This design comes from an exercise in tuning for small area and a short achievable clock period on the open sky130 flow, not from production work.
The RTL was checked by simulation tests, not by an equivalence proof against the original design.
Power and IR drop assume default switching activity.

==> job 262: inputs <==
// aux_rx_sync
module aux_rx_sync (
    input  wire        clk,
    input  wire        rst,           
    input  wire        arm,           
    input  wire [15:0] arm_t,
    input  wire        tick,          
    input  wire        rx_valid,      
    input  wire [7:0]  rx_data,
    output wire        rx_ready,
    output wire        rx_done,
    output wire [1:0]  rx_state,
    output wire [7:0]  cmd_status,
    output wire [8:0]  rx_cnt,
    output wire        rx_ovf,
    output wire        rx_prep,
    output wire [15:0] qrem,
    output wire [15:0] orem,
    output wire [7:0]  res_status,
    output wire [7:0]  res_src,
    output wire [7:0]  res_dst,
    output wire [7:0]  res_cmd,
    output wire [7:0]  res_len,
    output wire [7:0]  res_plen,
    input  wire        rd_sel,        
    input  wire [8:0]  rd_idx,
    output wire [7:0]  rd_byte
);
Settings: LEC_CHECK=0, CAP_MARGIN=20, CORE_MARGIN=2, CORE_UTILIZATION=75, CTS_BUF_LIST=sky130_fd_sc_hd__clkbuf_16, CTS_CLUSTER_DIAMETER=80, CTS_CLUSTER_SIZE=30, PLACE_DENSITY=0.82, SETUP_SLACK_MARGIN=4.5, SLEW_MARGIN=20, SYNTH_HIERARCHICAL=1, SYNTH_MINIMUM_KEEP_SIZE=0, TNS_END_PERCENT=5; clock period 10.0 ns.
run.sh (not shown) runs the stock make flow with config.mk's settings and CLKGATE_MAP_FILE= SYNTH_SCRIPT=/design/flow/synth_recipe.tcl, a recipe that flattens the netlist after the stock synthesis.
==> inputs of job 2602, as changes to job 262 <==
--- a/flow/design.v
+++ b/flow/design.v
@@ -199,38 +199,72 @@
             assign dec_lo[j]  = off5 ? (il == ((j + 3) % 8)) :
                                 off4 ? (il == ((j + 4) % 8)) : (il == j);
             assign dec_mid[j] = c_lo ? (im == ((j + 7) % 8)) : (im == j);
         end
         for (j = 0; j < 5; j = j + 1) begin : g_dec_hi
             assign dec_hi[j] = c_mid ? (ih == ((j + 7) % 8)) : (ih == j);
         end
     endgenerate
+    wire       pay_ok  = res_ok && lt9(rd_idx, {1'b0, res_plen});
+    wire       rd_ok   = rd_sel ? pay_ok : lt9(rd_idx, cnt_q);
+    wire [4:0] hi_ok   = dec_hi & {5{rd_ok}};
     wire [2063:0] colv = {col7, col6, col5, col4, col3, col2, col1, col0};
-    wire [7:0]    rd_val;
     genvar g;
     generate
         for (b = 0; b < 8; b = b + 1) begin : g_rd
             wire [257:0] cb = colv[258*b +: 258];
-            wire [39:0]  t1;           
+            wire [32:0]  t1;           
             wire [4:0]   t2;           
             for (g = 0; g < 32; g = g + 1) begin : g_t1
                 aux_rx_sel8 u_s1 (.d(cb[8*g +: 8]), .s(dec_lo), .y(t1[g]));
             end
             assign t1[32] = |(cb[257:256] & dec_lo[1:0]);
-            assign t1[39:33] = 7'd0;
-            for (g = 0; g < 5; g = g + 1) begin : g_t2
+            for (g = 0; g < 4; g = g + 1) begin : g_t2
                 aux_rx_sel8 u_s2 (.d(t1[8*g +: 8]), .s(dec_mid), .y(t2[g]));
             end
-            assign rd_val[b] = |(t2 & dec_hi);
+            assign t2[4] = t1[32] & dec_mid[0];
+            aux_rx_sel5 u_s3 (.d(t2), .s(hi_ok), .y(rd_byte[b]));
         end
     endgenerate
-    wire       pay_ok  = res_ok && lt9(rd_idx, {1'b0, res_plen});
-    wire       rd_ok   = rd_sel ? pay_ok : lt9(rd_idx, cnt_q);
-    assign rd_byte = rd_ok ? rd_val : 8'd0;
 endmodule
 module aux_rx_sel8 (
     input  wire [7:0] d,
     input  wire [7:0] s,
     output wire       y
 );
     assign y = |(d & s);
 endmodule
+module aux_rx_sel5 (
+    input  wire [4:0] d,
+    input  wire [4:0] s,
+    output wire       y
+);
+    wire n0, n1, n2;
+    aux_rx_aoi22 u_a0 (.a(d[0]), .b(s[0]), .c(d[1]), .d(s[1]), .yn(n0));
+    aux_rx_aoi22 u_a1 (.a(d[2]), .b(s[2]), .c(d[3]), .d(s[3]), .yn(n1));
+    aux_rx_nand2 u_a2 (.a(d[4]), .b(s[4]), .y(n2));
+    aux_rx_nand3 u_n  (.a(n0), .b(n1), .c(n2), .y(y));
+endmodule
+module aux_rx_aoi22 (
+    input  wire a,
+    input  wire b,
+    input  wire c,
+    input  wire d,
+    output wire yn
+);
+    assign yn = ~((a & b) | (c & d));
+endmodule
+module aux_rx_nand2 (
+    input  wire a,
+    input  wire b,
+    output wire y
+);
+    assign y = ~(a & b);
+endmodule
+module aux_rx_nand3 (
+    input  wire a,
+    input  wire b,
+    input  wire c,
+    output wire y
+);
+    assign y = ~(a & b & c);
+endmodule
CORE_UTILIZATION = 60   (was 75)
CTS_CLUSTER_DIAMETER = 70   (was 80)
CTS_CLUSTER_SIZE = 25   (was 30)
PLACE_DENSITY = 0.72   (was 0.82)
==> inputs of job 4960, as changes to job 262 <==
--- a/flow/design.v
+++ b/flow/design.v
@@ -199,38 +199,72 @@
             assign dec_lo[j]  = off5 ? (il == ((j + 3) % 8)) :
                                 off4 ? (il == ((j + 4) % 8)) : (il == j);
             assign dec_mid[j] = c_lo ? (im == ((j + 7) % 8)) : (im == j);
         end
         for (j = 0; j < 5; j = j + 1) begin : g_dec_hi
             assign dec_hi[j] = c_mid ? (ih == ((j + 7) % 8)) : (ih == j);
         end
     endgenerate
+    wire       pay_ok  = res_ok && lt9(rd_idx, {1'b0, res_plen});
+    wire       rd_ok   = rd_sel ? pay_ok : lt9(rd_idx, cnt_q);
+    wire [4:0] hi_ok   = dec_hi & {5{rd_ok}};
     wire [2063:0] colv = {col7, col6, col5, col4, col3, col2, col1, col0};
-    wire [7:0]    rd_val;
     genvar g;
     generate
         for (b = 0; b < 8; b = b + 1) begin : g_rd
             wire [257:0] cb = colv[258*b +: 258];
-            wire [39:0]  t1;           
+            wire [32:0]  t1;           
             wire [4:0]   t2;           
             for (g = 0; g < 32; g = g + 1) begin : g_t1
                 aux_rx_sel8 u_s1 (.d(cb[8*g +: 8]), .s(dec_lo), .y(t1[g]));
             end
             assign t1[32] = |(cb[257:256] & dec_lo[1:0]);
-            assign t1[39:33] = 7'd0;
-            for (g = 0; g < 5; g = g + 1) begin : g_t2
+            for (g = 0; g < 4; g = g + 1) begin : g_t2
                 aux_rx_sel8 u_s2 (.d(t1[8*g +: 8]), .s(dec_mid), .y(t2[g]));
             end
-            assign rd_val[b] = |(t2 & dec_hi);
+            assign t2[4] = t1[32] & dec_mid[0];
+            aux_rx_sel5 u_s3 (.d(t2), .s(hi_ok), .y(rd_byte[b]));
         end
     endgenerate
-    wire       pay_ok  = res_ok && lt9(rd_idx, {1'b0, res_plen});
-    wire       rd_ok   = rd_sel ? pay_ok : lt9(rd_idx, cnt_q);
-    assign rd_byte = rd_ok ? rd_val : 8'd0;
 endmodule
 module aux_rx_sel8 (
     input  wire [7:0] d,
     input  wire [7:0] s,
     output wire       y
 );
     assign y = |(d & s);
 endmodule
+module aux_rx_sel5 (
+    input  wire [4:0] d,
+    input  wire [4:0] s,
+    output wire       y
+);
+    wire n0, n1, n2;
+    aux_rx_aoi22 u_a0 (.a(d[0]), .b(s[0]), .c(d[1]), .d(s[1]), .yn(n0));
+    aux_rx_aoi22 u_a1 (.a(d[2]), .b(s[2]), .c(d[3]), .d(s[3]), .yn(n1));
+    aux_rx_nand2 u_a2 (.a(d[4]), .b(s[4]), .y(n2));
+    aux_rx_nand3 u_n  (.a(n0), .b(n1), .c(n2), .y(y));
+endmodule
+module aux_rx_aoi22 (
+    input  wire a,
+    input  wire b,
+    input  wire c,
+    input  wire d,
+    output wire yn
+);
+    assign yn = ~((a & b) | (c & d));
+endmodule
+module aux_rx_nand2 (
+    input  wire a,
+    input  wire b,
+    output wire y
+);
+    assign y = ~(a & b);
+endmodule
+module aux_rx_nand3 (
+    input  wire a,
+    input  wire b,
+    input  wire c,
+    output wire y
+);
+    assign y = ~(a & b & c);
+endmodule
CTS_CLUSTER_DIAMETER = 70   (was 80)
CTS_CLUSTER_SIZE = 25   (was 30)
==> notes <==
Job 2602 passed the timing, design-rule and antenna checks. Job 4960 passed the timing, design-rule and antenna checks. Job 262 finished with timing, DRC and antenna clean.
Between job 4960 and job 262, the lower core utilization is in job 262 (gap 2.7 points).
Final area, highest first: job 4960, job 2602, job 262.
Combinational power, highest first: job 4960, job 262, job 2602.
In job 2602 the area after synthesis is smaller than in job 262, by 0.21%.
Of job 2602 and job 4960, job 4960 has the higher global-route usage (gap 14 points).
In job 2602 the fmax is higher than in job 262, by 5.1%.
Wire length, highest first: job 4960, job 262, job 2602.
Against job 262, the clock skew of job 4960 is higher by 6.5 ps.
In synthesized cell count, job 4960 and job 262 hardly differ.

[afterwards: timing with drivers on the ports]
How much do the figures lean on ideal ports? The routed layouts below were timed once more, with nothing changed but the port constraints.
Step 1, drivers: a clkbuf_16 drives clk and a buf_2 each remaining input, both assumed.
Step 2, shift: input delay + t, output delay - t, t = (earliest + latest rising clock arrival at the registers) / 2. This alone moves slack from input paths to output paths.
Three values: ideal ports, drivers, drivers and shift; two values: the first two.
run | t, ns | setup slack, ns | worst setup path after step 2 | latest minus earliest clock arrival (ns)
job 262 | 0.780 | 2.574 / 2.503 / 2.503 | input to output | 0.035 / 0.035
job 2602 | 0.847 | 2.934 / 2.885 / 2.885 | input to output | 0.048 / 0.047
job 4960 | 0.829 | 2.563 / 2.517 / 2.517 | input to output | 0.063 / 0.063
After both steps every run listed still meets setup and hold. For job 262, which loses most, drivers alone change the setup slack by -0.071 ns; drivers and shift together by -0.071 ns.
